What follows belongs to an exercise in optimizing a design on an open flow for small area, a short achievable clock period and few clock cycles; a production flow would make more cautious choices. Where RTL was checked, it was by simulation tests only, not by an equivalence proof against the original.

==> build 76: inputs <==
==> flow/design.v <==
module spa (
  input  wire        clk,
  input  wire        rst,         
  output wire        ready,       
  input  wire        reg_rd,
  input  wire        reg_wr,
  input  wire [7:0]  reg_addr,
  input  wire [31:0] reg_wdata,
  output reg  [31:0] rdata,
  input  wire        cmd_valid,
  input  wire [63:0] cmd_word,
  output wire        err_o
);
  localparam [31:0] ID_VALUE     = 32'h5350_4131;
  localparam [31:0] CONFIG_VALUE = 32'h0000_0610;
  localparam [3:0] MC_LAST = 4'd7;      
  localparam [3:0] DC_LAST = 4'd15;     
  reg [31:0] pos;
  reg [15:0] frac;
  reg [31:0] delta;
  reg [31:0] lbeg;
  reg [31:0] lend;
  reg        dir;           
  reg        stopped;
  reg        disowned;
  reg [5:0]  handle;
  reg [2:0]  status;        
  reg        err;           
  reg [63:0] chact;
  reg        busy;
  reg        rdy;           
  reg        ph_m, ph_m0, ph_m1, ph_p1, ph_p2, ph_d, ph_d0, ph_f;
  reg [3:0]  cnt;
  reg        is_nl, is_fw, is_pp, back;
  reg        illegal;
  reg        lorder;        
  reg [31:0] len;           
  reg [33:0] len3;          
  reg        bnd_r;         
  reg [15:0] f1r;           
  reg        rinit;         
  reg        fin;           
  reg [32:0] A;
  reg [31:0] Q;
  assign ready = rdy;
  assign err_o = err;
  wire acc_wr  = ~busy & reg_wr;
  wire acc_cmd = ~busy & cmd_valid;
  wire [35:0] mul_sum = {4'd0, A[31:0]} + delta * Q[3:0];
  wire [32:0] d_a0  = ph_d0 ? {32'd0, rinit} : A;
  wire        d_s0  = d_a0[32];
  wire [33:0] d_r1  = {d_a0, Q[31]} + ({2'b00, len} ^ {34{~d_s0}}) + {33'd0, ~d_s0};
  wire [34:0] d_4r  = {d_a0, Q[31], Q[30]};
  wire [34:0] d_kp  = d_s0 ? {3'b000, len} : ~{1'b0, len3};
  wire [34:0] d_kn  = d_s0 ? {1'b0, len3} : ~{3'b000, len};
  wire [34:0] d_cp  = d_4r + d_kp + {34'd0, ~d_s0};
  wire [34:0] d_cn  = d_4r + d_kn + {34'd0, ~d_s0};
  wire        d_n1  = d_r1[33];
  wire [34:0] d_r2  = d_n1 ? d_cn : d_cp;
  wire [31:0] r4716 = {A[15:0], Q[31:16]};
  wire        c48   = back & ~|r4716 & (Q[15:0] < ~frac);
  wire        rneg  = A[32];    
  wire sa_lend = ph_m0 | (ph_f & (is_fw ? rneg : back));
  wire sa_len  = ph_m1;
  wire sa_pos  = ph_p1;
  wire sa_A    = ph_p2 & ~back;
  wire sa_lbeg = (ph_p2 & back) | (ph_f & (is_fw ? ~rneg : ~back));
  wire sb_lbeg = ph_m0;
  wire sb_len2 = ph_m1;
  wire sb_r    = ph_p1;
  wire sb_lend = ph_p2 & ~back;
  wire sb_A    = (ph_p2 & back) | ph_f;
  wire x_inv   = ph_m0 | (ph_p1 & back) | ph_p2 | (ph_f & is_pp & (rneg ^ back));
  wire x_c     = ph_m0 | (ph_p1 & back) | ph_p2;
  wire [33:0] xa = ({34{sa_lend}} & {2'b00, lend})
                 | ({34{sa_len}}  & {2'b00, len})
                 | ({34{sa_pos}}  & {2'b00, pos})
                 | ({34{sa_A}}    & {2'b00, A[31:0]})
                 | ({34{sa_lbeg}} & {2'b00, lbeg});
  wire [33:0] xb = ({34{sb_lbeg}} & {2'b00, lbeg})
                 | ({34{sb_len2}} & {1'b0, len, 1'b0})
                 | ({34{sb_r}}    & {1'b0, c48, r4716})
                 | ({34{sb_lend}} & {2'b00, lend})
                 | ({34{sb_A}}    & {A[32], A});
  wire [33:0] xs = xa + (xb ^ {34{x_inv}}) + {33'd0, x_c};
  wire lzero   = ~|len;
  wire f_lord  = ~illegal & ~is_nl & bnd_r & lorder;
  wire f_ppz   = ~illegal & is_pp & bnd_r & ~lorder & lzero;
  wire f_any   = illegal | f_lord | f_ppz;
  reg [31:0] rd_val;
  always @* begin
    case (reg_addr[7:2])
      6'h00:   rd_val = pos;
      6'h01:   rd_val = {16'd0, frac};
      6'h02:   rd_val = delta;
      6'h03:   rd_val = lbeg;
      6'h04:   rd_val = lend;
      6'h05:   rd_val = {30'd0, stopped, dir};
      6'h06:   rd_val = {disowned, 25'd0, handle};
      6'h07:   rd_val = {29'd0, status};
      6'h08:   rd_val = ID_VALUE;
      6'h09:   rd_val = CONFIG_VALUE;
      6'h10:   rd_val = chact[31:0];
      6'h11:   rd_val = chact[63:32];
      default: rd_val = 32'd0;
    endcase
  end
  always @(posedge clk) rdata <= rd_val;
  always @(posedge clk) begin
    if (acc_cmd) begin
      is_nl   <= (cmd_word[1:0] == 2'd0);
      is_fw   <= (cmd_word[1:0] == 2'd1);
      is_pp   <= (cmd_word[1:0] == 2'd2);
      back    <= (cmd_word[1:0] == 2'd2) & dir;
      illegal <= (cmd_word[1:0] == 2'b11) | (|cmd_word[31:2]);
      Q       <= cmd_word[63:32];
      A       <= {17'd0, ((cmd_word[1:0] == 2'd2) & dir) ? ~frac : frac};
    end else if (ph_m) begin
      A <= {1'b0, mul_sum[35:4]};
      Q <= {mul_sum[3:0], Q[31:4]};
    end else if (ph_p1) begin
      A <= xs[32:0];
    end else if (ph_p2) begin
      Q <= xs[31:0];
    end else if (ph_d) begin
      A <= d_r2[32:0];
      Q <= {Q[29:0], ~d_n1, ~d_r2[34]};
    end
    if (ph_m0) begin
      len    <= xs[31:0];
      lorder <= xs[33];
    end
    if (ph_m1) len3 <= xs;
    if (ph_p1) f1r <= back ? ~Q[15:0] : Q[15:0];
    if (ph_p2) begin
      bnd_r <= ~xs[33];
      rinit <= xs[32] & (len != 32'd1);
    end
  end
  always @(posedge clk) begin
    if (rst) begin
      pos      <= 32'd0;
      frac     <= 16'd0;
      delta    <= 32'd0;
      lbeg     <= 32'd0;
      lend     <= 32'd0;
      dir      <= 1'b0;
      stopped  <= 1'b0;
      disowned <= 1'b0;
      handle   <= 6'd0;
      status   <= 3'd0;
      err      <= 1'b0;
      chact    <= 64'd0;
      busy     <= 1'b0;
      rdy      <= 1'b1;
      ph_m     <= 1'b0;
      ph_m0    <= 1'b0;
      ph_m1    <= 1'b0;
      ph_p1    <= 1'b0;
      ph_p2    <= 1'b0;
      ph_d     <= 1'b0;
      ph_d0    <= 1'b0;
      ph_f     <= 1'b0;
      cnt      <= 4'd0;
      fin      <= 1'b0;
    end else begin
      if (acc_wr) begin
        case (reg_addr[7:2])
          6'h00: pos   <= reg_wdata;
          6'h01: frac  <= reg_wdata[15:0];
          6'h02: delta <= reg_wdata;
          6'h03: lbeg  <= reg_wdata;
          6'h04: lend  <= reg_wdata;
          6'h05: begin
            dir     <= reg_wdata[0];
            stopped <= reg_wdata[1];
          end
          6'h06: begin
            handle   <= reg_wdata[5:0];
            disowned <= reg_wdata[31];
          end
          6'h07: begin
            status <= status & ~reg_wdata[2:0];
            err    <= |(status & ~reg_wdata[2:0]);
          end
          6'h10: chact[31:0]  <= reg_wdata;
          6'h11: chact[63:32] <= reg_wdata;
          default: ;
        endcase
      end
      ph_m0 <= acc_cmd;
      ph_m1 <= ph_m0;
      ph_p1 <= ph_m & (cnt == MC_LAST);
      ph_p2 <= ph_p1;
      ph_d0 <= ph_p2;
      ph_f  <= ph_d & (cnt == DC_LAST);
      if (acc_cmd) begin
        busy <= 1'b1;
        rdy  <= 1'b0;
        ph_m <= 1'b1;
      end
      if (ph_m | ph_d) cnt <= cnt + 4'd1;
      if (ph_m & (cnt == MC_LAST)) begin
        ph_m <= 1'b0;
        cnt  <= 4'd0;
      end
      if (ph_p2) ph_d <= 1'b1;
      if (ph_d & (cnt == DC_LAST)) ph_d <= 1'b0;
      if (ph_f) begin
        busy <= 1'b0;
        rdy  <= 1'b1;
      end
      if (ph_d0) begin
        status <= status | {f_ppz, f_lord, illegal};
        err    <= err | f_any;
        fin    <= ~f_any & ~is_nl & bnd_r & ~lzero;
        if (~f_any) begin
          frac <= f1r;
          if (is_nl) begin
            if (bnd_r) begin
              stopped <= 1'b1;
              if (!disowned) chact[handle] <= 1'b0;
              else           pos <= A[31:0];
            end else begin
              pos <= A[31:0];
            end
          end else if (!bnd_r) begin
            pos <= A[31:0];
          end else if (is_fw & lzero) begin
            pos <= 32'd0;
          end
        end
      end
      if (ph_f & fin) begin
        pos <= xs[31:0];
        if (is_pp & rneg) begin
          dir  <= ~dir;
          frac <= ~frac + 16'd1;
        end
      end
    end
  end
endmodule
==> flow/run.sh <==
#!/bin/bash
# synth_recipe.tcl (not shown) runs the flow's synth.tcl, then flattens the netlist and writes it again
# the make line also repeats each setting of config.mk as NAME=value (left out here)
make -C /OpenROAD-flow-scripts/flow DESIGN_CONFIG=/design/flow/config.mk WORK_HOME=/design/flow/orfs CLKGATE_MAP_FILE= SYNTH_SCRIPT=/design/flow/synth_recipe.tcl finish
==> flow/config.mk <==
export PLATFORM = sky130hd
export DESIGN_NAME = spa
export DESIGN_NICKNAME = spa
export VERILOG_FILES = /design/flow/design.v
export SDC_FILE = /design/flow/constraint.sdc
export NUM_CORES = 4
export LEC_CHECK = 0
export CAP_MARGIN = 20
export CORE_MARGIN = 2
export CORE_UTILIZATION = 40
export SETUP_SLACK_MARGIN = 5
export SLEW_MARGIN = 20
==> flow/constraint.sdc <==
create_clock -name core_clock -period 10.0 [get_ports {clk}]
set_input_delay 2.0000 -clock core_clock [delete_from_list [all_inputs] [get_ports {clk}]]
set_output_delay 2.0000 -clock core_clock [all_outputs]
set_load 0.01 [all_outputs]
==> inputs of build 15, as changes to build 76 <==
==> flow/design.v (replaced) <==
module spa (
  input  wire        clk,
  input  wire        rst,         
  output wire        ready,       
  input  wire        reg_rd,
  input  wire        reg_wr,
  input  wire [7:0]  reg_addr,
  input  wire [31:0] reg_wdata,
  output reg  [31:0] rdata,
  input  wire        cmd_valid,
  input  wire [63:0] cmd_word,
  output wire        err_o
);
  localparam [31:0] ID_VALUE     = 32'h5350_4131;
  localparam [31:0] CONFIG_VALUE = 32'h0000_0610;
  localparam integer MK = 4;                   
  localparam integer DK = 1;                   
  localparam integer MC = 32 / MK;             
  localparam integer DC = (33 + DK - 1) / DK;  
  localparam integer QW = DC * DK;             
  localparam [5:0]   MC_LAST = MC - 1;
  localparam [5:0]   DC_LAST = DC - 1;
  reg [31:0] pos;
  reg [15:0] frac;
  reg [31:0] delta;
  reg [31:0] lbeg;
  reg [31:0] lend;
  reg        dir;           
  reg        stopped;
  reg        disowned;
  reg [5:0]  handle;
  reg [2:0]  status;        
  reg        err;           
  reg [63:0] chact;
  reg          busy;
  reg          ph_m, ph_m0, ph_p1, ph_p2, ph_d, ph_f;
  reg [5:0]    cnt;
  reg          is_nl, is_fw, is_pp, back;
  reg          illegal;
  reg          lorder;      
  reg [31:0]   len;         
  reg          fin;         
  reg [32:0]   A;
  reg [QW-1:0] Q;
  assign ready = ~busy;
  assign err_o = err;
  wire acc_wr  = ~busy & reg_wr;
  wire acc_cmd = ~busy & cmd_valid;
  wire [32+MK-1:0] mul_sum = {{MK{1'b0}}, A[31:0]} + delta * Q[MK-1:0];
  reg [32:0]   d_a;
  reg [QW-1:0] d_q;
  reg [33:0]   d_sh;
  reg [33:0]   d_df;
  integer k;
  always @* begin
    d_a = A;
    d_q = Q;
    for (k = 0; k < DK; k = k + 1) begin
      d_sh = {d_a, d_q[QW-1]};
      d_df = d_sh + ({2'b00, len} ^ {34{~d_a[32]}}) + {33'd0, ~d_a[32]};
      d_a  = d_df[32:0];
      d_q  = {d_q[QW-2:0], ~d_df[33]};
    end
  end
  wire [31:0] r4716 = {A[15:0], Q[31:16]};
  wire        c48   = back & ~|r4716 & (Q[15:0] < ~frac);
  wire        rneg  = A[32];                  
  wire        q0    = Q[0];
  wire        sel_b = is_fw | (q0 ^ back);    
  reg  [33:0] xa, xb;
  reg         xinv, xc;
  always @* begin
    if (ph_m0) begin
      xa = {2'b00, lend};
      xb = {2'b00, lbeg};
      xinv = 1'b1;
      xc   = 1'b1;
    end else if (ph_p1) begin
      xa = {2'b00, pos};
      xb = {1'b0, c48, r4716};
      xinv = back;
      xc   = back;
    end else if (ph_p2) begin
      xa = back ? {2'b00, lbeg} : {2'b00, A[31:0]};
      xb = back ? {A[32], A} : {2'b00, lend};
      xinv = 1'b1;
      xc   = 1'b1;
    end else begin
      xa = (sel_b ^ rneg) ? {2'b00, lbeg} : {2'b00, lend};
      xb = {A[32], A};
      xinv = ~sel_b;
      xc   = 1'b0;
    end
  end
  wire [33:0] xs = xa + (xb ^ {34{xinv}}) + {33'd0, xc};
  wire bnd     = ~xs[33];
  wire lzero   = ~|len;
  wire f_lord  = ~illegal & ~is_nl & bnd & lorder;
  wire f_ppz   = ~illegal & is_pp & bnd & ~lorder & lzero;
  wire f_any   = illegal | f_lord | f_ppz;
  wire [15:0] f1 = back ? ~Q[15:0] : Q[15:0];
  reg [31:0] rd_val;
  always @* begin
    case (reg_addr[7:2])
      6'h00:   rd_val = pos;
      6'h01:   rd_val = {16'd0, frac};
      6'h02:   rd_val = delta;
      6'h03:   rd_val = lbeg;
      6'h04:   rd_val = lend;
      6'h05:   rd_val = {30'd0, stopped, dir};
      6'h06:   rd_val = {disowned, 25'd0, handle};
      6'h07:   rd_val = {29'd0, status};
      6'h08:   rd_val = ID_VALUE;
      6'h09:   rd_val = CONFIG_VALUE;
      6'h10:   rd_val = chact[31:0];
      6'h11:   rd_val = chact[63:32];
      default: rd_val = 32'd0;
    endcase
  end
  always @(posedge clk) rdata <= rd_val;
  always @(posedge clk) begin
    if (acc_cmd) begin
      is_nl   <= (cmd_word[1:0] == 2'd0);
      is_fw   <= (cmd_word[1:0] == 2'd1);
      is_pp   <= (cmd_word[1:0] == 2'd2);
      back    <= (cmd_word[1:0] == 2'd2) & dir;
      illegal <= (cmd_word[1:0] == 2'b11) | (|cmd_word[31:2]);
      Q[31:0] <= cmd_word[63:32];
      A       <= {17'd0, ((cmd_word[1:0] == 2'd2) & dir) ? ~frac : frac};
    end else if (ph_m) begin
      A       <= {1'b0, mul_sum[32+MK-1:MK]};
      Q[31:0] <= {mul_sum[MK-1:0], Q[31:MK]};
    end else if (ph_p1) begin
      A <= xs[32:0];
    end else if (ph_p2) begin
      A <= 33'd0;
      Q <= xs[QW-1:0];
    end else if (ph_d) begin
      A <= d_a;
      Q <= d_q;
    end
    if (ph_m0) begin
      len    <= xs[31:0];
      lorder <= xs[33];
    end
  end
  always @(posedge clk) begin
    if (rst) begin
      pos      <= 32'd0;
      frac     <= 16'd0;
      delta    <= 32'd0;
      lbeg     <= 32'd0;
      lend     <= 32'd0;
      dir      <= 1'b0;
      stopped  <= 1'b0;
      disowned <= 1'b0;
      handle   <= 6'd0;
      status   <= 3'd0;
      err      <= 1'b0;
      chact    <= 64'd0;
      busy     <= 1'b0;
      ph_m     <= 1'b0;
      ph_m0    <= 1'b0;
      ph_p1    <= 1'b0;
      ph_p2    <= 1'b0;
      ph_d     <= 1'b0;
      ph_f     <= 1'b0;
      cnt      <= 6'd0;
      fin      <= 1'b0;
    end else begin
      if (acc_wr) begin
        case (reg_addr[7:2])
          6'h00: pos   <= reg_wdata;
          6'h01: frac  <= reg_wdata[15:0];
          6'h02: delta <= reg_wdata;
          6'h03: lbeg  <= reg_wdata;
          6'h04: lend  <= reg_wdata;
          6'h05: begin
            dir     <= reg_wdata[0];
            stopped <= reg_wdata[1];
          end
          6'h06: begin
            handle   <= reg_wdata[5:0];
            disowned <= reg_wdata[31];
          end
          6'h07: begin
            status <= status & ~reg_wdata[2:0];
            err    <= |(status & ~reg_wdata[2:0]);
          end
          6'h10: chact[31:0]  <= reg_wdata;
          6'h11: chact[63:32] <= reg_wdata;
          default: ;
        endcase
      end
      ph_m0 <= acc_cmd;
      ph_p2 <= ph_p1;
      ph_f  <= ph_d & (cnt == DC_LAST);
      if (acc_cmd) begin
        busy <= 1'b1;
        ph_m <= 1'b1;
        cnt  <= 6'd0;
      end else if (ph_m) begin
        cnt <= (cnt == MC_LAST) ? 6'd0 : cnt + 6'd1;
        if (cnt == MC_LAST) begin
          ph_m  <= 1'b0;
          ph_p1 <= 1'b1;
        end
      end else if (ph_d) begin
        cnt <= cnt + 6'd1;
        if (cnt == DC_LAST) ph_d <= 1'b0;
      end
      if (ph_p1) ph_p1 <= 1'b0;
      if (ph_p2) ph_d  <= 1'b1;
      if (ph_f)  busy  <= 1'b0;
      if (ph_p2) begin
        status <= status | {f_ppz, f_lord, illegal};
        err    <= err | f_any;
        fin    <= ~f_any & ~is_nl & bnd & ~lzero;
        if (~f_any) begin
          frac <= f1;
          if (is_nl) begin
            if (bnd) begin
              stopped <= 1'b1;
              if (!disowned) chact[handle] <= 1'b0;
              else           pos <= A[31:0];
            end else begin
              pos <= A[31:0];
            end
          end else if (!bnd) begin
            pos <= A[31:0];
          end else if (is_fw & lzero) begin
            pos <= 32'd0;
          end
        end
      end
      if (ph_f & fin) begin
        pos <= xs[31:0];
        if (is_pp & ~q0) begin
          dir  <= ~dir;
          frac <= ~frac + 16'd1;
        end
      end
    end
  end
endmodule
==> inputs of trial 20, as changes to build 76 <==
--- a/flow/design.v
+++ b/flow/design.v
@@ -8,3 +8,3 @@
   input  wire [31:0] reg_wdata,
-  output reg  [31:0] rdata,
+  output wire [31:0] rdata,
   input  wire        cmd_valid,
@@ -40,3 +40,2 @@
   reg [15:0] f1r;           
-  reg        rinit;         
   reg        fin;           
@@ -48,4 +47,15 @@
   wire acc_cmd = ~busy & cmd_valid;
-  wire [35:0] mul_sum = {4'd0, A[31:0]} + delta * Q[3:0];
-  wire [32:0] d_a0  = ph_d0 ? {32'd0, rinit} : A;
+  wire [35:0] mp0 = Q[0] ? {4'd0, delta}       : 36'd0;
+  wire [35:0] mp1 = Q[1] ? {3'd0, delta, 1'b0} : 36'd0;
+  wire [35:0] mp2 = Q[2] ? {2'd0, delta, 2'b0} : 36'd0;
+  wire [35:0] mp3 = Q[3] ? {1'd0, delta, 3'b0} : 36'd0;
+  wire [35:0] ma  = {4'd0, A[31:0]};
+  wire [35:0] ms1 = ma ^ mp0 ^ mp1;
+  wire [35:0] mc1 = ((ma & mp0) | (ma & mp1) | (mp0 & mp1)) << 1;
+  wire [35:0] ms2 = mp2 ^ mp3 ^ ms1;
+  wire [35:0] mc2 = ((mp2 & mp3) | (mp2 & ms1) | (mp3 & ms1)) << 1;
+  wire [35:0] ms3 = ms2 ^ mc2 ^ mc1;
+  wire [35:0] mc3 = ((ms2 & mc2) | (ms2 & mc1) | (mc2 & mc1)) << 1;
+  wire [35:0] mul_sum = ms3 + mc3;
+  wire [32:0] d_a0  = A;
   wire        d_s0  = d_a0[32];
@@ -62,3 +72,3 @@
   wire        rneg  = A[32];    
-  wire sa_lend = ph_m0 | (ph_f & (is_fw ? rneg : back));
+  wire sa_lend = ph_m0 | (ph_d0 & ~back) | (ph_f & (is_fw ? rneg : back));
   wire sa_len  = ph_m1;
@@ -66,3 +76,3 @@
   wire sa_A    = ph_p2 & ~back;
-  wire sa_lbeg = (ph_p2 & back) | (ph_f & (is_fw ? ~rneg : ~back));
+  wire sa_lbeg = ((ph_p2 | ph_d0) & back) | (ph_f & (is_fw ? ~rneg : ~back));
   wire sb_lbeg = ph_m0;
@@ -72,4 +82,5 @@
   wire sb_A    = (ph_p2 & back) | ph_f;
-  wire x_inv   = ph_m0 | (ph_p1 & back) | ph_p2 | (ph_f & is_pp & (rneg ^ back));
-  wire x_c     = ph_m0 | (ph_p1 & back) | ph_p2;
+  wire sb_Q    = ph_d0;
+  wire x_inv   = ph_m0 | ((ph_p1 | ph_d0) & back) | ph_p2 | (ph_f & is_pp & (rneg ^ back));
+  wire x_c     = ph_m0 | ((ph_p1 | ph_d0) & back) | ph_p2;
   wire [33:0] xa = ({34{sa_lend}} & {2'b00, lend})
@@ -83,3 +94,4 @@
                  | ({34{sb_lend}} & {2'b00, lend})
-                 | ({34{sb_A}}    & {A[32], A});
+                 | ({34{sb_A}}    & {A[32], A})
+                 | ({34{sb_Q}}    & {2'b00, Q});
   wire [33:0] xs = xa + (xb ^ {34{x_inv}}) + {33'd0, x_c};
@@ -89,5 +101,9 @@
   wire f_any   = illegal | f_lord | f_ppz;
+  wire        f_flip  = ph_f & fin & is_pp & rneg;
+  wire        dir_nx  = dir ^ f_flip;
+  wire [15:0] frac_nx = f_flip ? ~frac + 16'd1 : frac;
+  reg [5:0]  ra;
   reg [31:0] rd_val;
   always @* begin
-    case (reg_addr[7:2])
+    case (ra)
       6'h00:   rd_val = pos;
@@ -107,3 +123,4 @@
   end
-  always @(posedge clk) rdata <= rd_val;
+  always @(posedge clk) ra <= reg_addr[7:2];
+  assign rdata = rd_val;
   always @(posedge clk) begin
@@ -113,6 +130,6 @@
       is_pp   <= (cmd_word[1:0] == 2'd2);
-      back    <= (cmd_word[1:0] == 2'd2) & dir;
+      back    <= (cmd_word[1:0] == 2'd2) & dir_nx;
       illegal <= (cmd_word[1:0] == 2'b11) | (|cmd_word[31:2]);
       Q       <= cmd_word[63:32];
-      A       <= {17'd0, ((cmd_word[1:0] == 2'd2) & dir) ? ~frac : frac};
+      A       <= {17'd0, ((cmd_word[1:0] == 2'd2) & dir_nx) ? ~frac_nx : frac_nx};
     end else if (ph_m) begin
@@ -123,2 +140,3 @@
     end else if (ph_p2) begin
+      A <= {32'd0, xs[32] & (len != 32'd1)};
       Q <= xs[31:0];
@@ -134,6 +152,3 @@
     if (ph_p1) f1r <= back ? ~Q[15:0] : Q[15:0];
-    if (ph_p2) begin
-      bnd_r <= ~xs[33];
-      rinit <= xs[32] & (len != 32'd1);
-    end
+    if (ph_p2) bnd_r <= ~xs[33];
   end
@@ -166,2 +181,52 @@
     end else begin
+      ph_m0 <= acc_cmd;
+      ph_m1 <= ph_m0;
+      ph_p1 <= ph_m & (cnt == MC_LAST);
+      ph_p2 <= ph_p1;
+      ph_d0 <= ph_p2;
+      ph_f  <= ph_d & (cnt == DC_LAST);
+      if (acc_cmd) begin
+        busy <= 1'b1;
+        rdy  <= 1'b0;
+        ph_m <= 1'b1;
+      end
+      if (ph_m | ph_d) cnt <= cnt + 4'd1;
+      if (ph_m & (cnt == MC_LAST)) begin
+        ph_m <= 1'b0;
+        cnt  <= 4'd0;
+      end
+      if (ph_p2) ph_d <= 1'b1;
+      if (ph_d & (cnt == DC_LAST)) begin
+        ph_d <= 1'b0;
+        busy <= 1'b0;
+        rdy  <= 1'b1;
+      end
+      if (ph_d0) begin
+        status <= status | {f_ppz, f_lord, illegal};
+        err    <= err | f_any;
+        fin    <= ~f_any & ~is_nl & bnd_r & ~lzero;
+        if (~f_any) begin
+          frac <= f1r;
+          if (is_nl) begin
+            if (bnd_r) begin
+              stopped <= 1'b1;
+              if (!disowned) chact[handle] <= 1'b0;
+              else           pos <= xs[31:0];
+            end else begin
+              pos <= xs[31:0];
+            end
+          end else if (!bnd_r) begin
+            pos <= xs[31:0];
+          end else if (is_fw & lzero) begin
+            pos <= 32'd0;
+          end
+        end
+      end
+      if (ph_f & fin) begin
+        pos <= xs[31:0];
+        if (is_pp & rneg) begin
+          dir  <= ~dir;
+          frac <= ~frac + 16'd1;
+        end
+      end
       if (acc_wr) begin
@@ -190,52 +255,2 @@
       end
-      ph_m0 <= acc_cmd;
-      ph_m1 <= ph_m0;
-      ph_p1 <= ph_m & (cnt == MC_LAST);
-      ph_p2 <= ph_p1;
-      ph_d0 <= ph_p2;
-      ph_f  <= ph_d & (cnt == DC_LAST);
-      if (acc_cmd) begin
-        busy <= 1'b1;
-        rdy  <= 1'b0;
-        ph_m <= 1'b1;
-      end
-      if (ph_m | ph_d) cnt <= cnt + 4'd1;
-      if (ph_m & (cnt == MC_LAST)) begin
-        ph_m <= 1'b0;
-        cnt  <= 4'd0;
-      end
-      if (ph_p2) ph_d <= 1'b1;
-      if (ph_d & (cnt == DC_LAST)) ph_d <= 1'b0;
-      if (ph_f) begin
-        busy <= 1'b0;
-        rdy  <= 1'b1;
-      end
-      if (ph_d0) begin
-        status <= status | {f_ppz, f_lord, illegal};
-        err    <= err | f_any;
-        fin    <= ~f_any & ~is_nl & bnd_r & ~lzero;
-        if (~f_any) begin
-          frac <= f1r;
-          if (is_nl) begin
-            if (bnd_r) begin
-              stopped <= 1'b1;
-              if (!disowned) chact[handle] <= 1'b0;
-              else           pos <= A[31:0];
-            end else begin
-              pos <= A[31:0];
-            end
-          end else if (!bnd_r) begin
-            pos <= A[31:0];
-          end else if (is_fw & lzero) begin
-            pos <= 32'd0;
-          end
-        end
-      end
-      if (ph_f & fin) begin
-        pos <= xs[31:0];
-        if (is_pp & rneg) begin
-          dir  <= ~dir;
-          frac <= ~frac + 16'd1;
-        end
-      end
     end
==> flow/flow/run.sh (new file) <==
#!/bin/bash
# The standard layout (standard synthesis unchanged) with the smallest buffer
# on every port instead of the default delay-buffer cell. Each tool's output
# goes to a log file in the work folder.
set -euo pipefail
bash standard.sh "BUFFER_PORTS_ARGS=-buffer_cell sky130_fd_sc_hd__buf_1" finish > standard_flow.log 2>&1
==> flow/standard.sh (new file) <==
#!/bin/bash
# synth_recipe.tcl (not shown) runs the flow's synth.tcl, then flattens the netlist and writes it again
# the make line also repeats each setting of config.mk as NAME=value (left out here)
make -C /OpenROAD-flow-scripts/flow DESIGN_CONFIG=/design/flow/config.mk WORK_HOME=/design/flow/orfs CLKGATE_MAP_FILE= SYNTH_SCRIPT=/design/flow/synth_recipe.tcl "${@:-finish}"
removed: flow/run.sh
==> notes.md <==
item                                                   build 15    trial 20    build 76
Clock network area share                                 4.771%      4.106%      4.839%
Post-Synth Adder-Cell Area                               12.08%      13.56%      13.00%
Final non-filler cell total                               4,693       4,969       5,339
Non-clk buf share                                        7.908%      3.910%      5.846%
Status                         no timing/DRC/antenna violations  no timing/DRC/antenna violations  no timing/DRC/antenna violations
Area delta synth->final                                  18.24%      11.41%      15.36%
Post-DP HPWL                                           85.82 mm    97.37 mm    108.1 mm
Fin util                                                 47.79%      45.05%      46.46%
Mapped Cells                                              3,655       3,868       4,194
Count of unique library cells instantiated by Yosys          91         100          85
Clock tree sinks                                            371         396         423
Critical R2R Launch                                    delta[6]       ph_p1        Q[1]
Fmax                                                  197.9 MHz   200.3 MHz   201.0 MHz
Synthesis-stage register bit count                          371         396         423
Antenna diode instance count                                  4           3           5
Die Span X                                             273.0 um    286.8 um    293.8 um
Testbench counts of build 76, summed over its fixed seeds: cycles 94,756.
Testbench counts of trial 20, summed over its fixed seeds: cycles 92,356.
The RTL of build 15 was laid out without a check of its function.

[port drivers added, routing unchanged]
How much do the figures lean on ideal ports? The routed layouts below were timed once more, with nothing changed but the port constraints.
Step 1 (the two cells are an assumption about what drives the block):
set clk [get_ports {clk}]
set_driving_cell -lib_cell sky130_fd_sc_hd__clkbuf_16 $clk
set_driving_cell -lib_cell sky130_fd_sc_hd__buf_2 [delete_from_list [all_inputs] $clk]
Step 2 adds t to the input delays and takes it off the output delays; t is the mean of the earliest and latest rising clock arrival at the registers after step 1. Input paths then give back, and output paths get back, about the clock's delay inside the block.
a / b / c = no drivers / after step 1 / after step 2; a / b = the first two.
run | t (ns) | setup WS [ns] | worst setup path after step 2 | worst register clock-pin slew, ns
build 76 | 0.694 | 5.024 / 5.024 / 4.851 | input to register | 0.07 / 0.07
build 15 | 0.674 | 4.947 / 4.947 / 4.675 | input to register | 0.07 / 0.07
trial 20 | 0.657 | 5.008 / 5.002 / 5.008 | register to register | 0.07 / 0.07
After both steps every run listed still meets setup and hold. For build 15, which loses most, drivers alone change the setup slack by 0.000 ns; drivers and shift together by -0.272 ns.
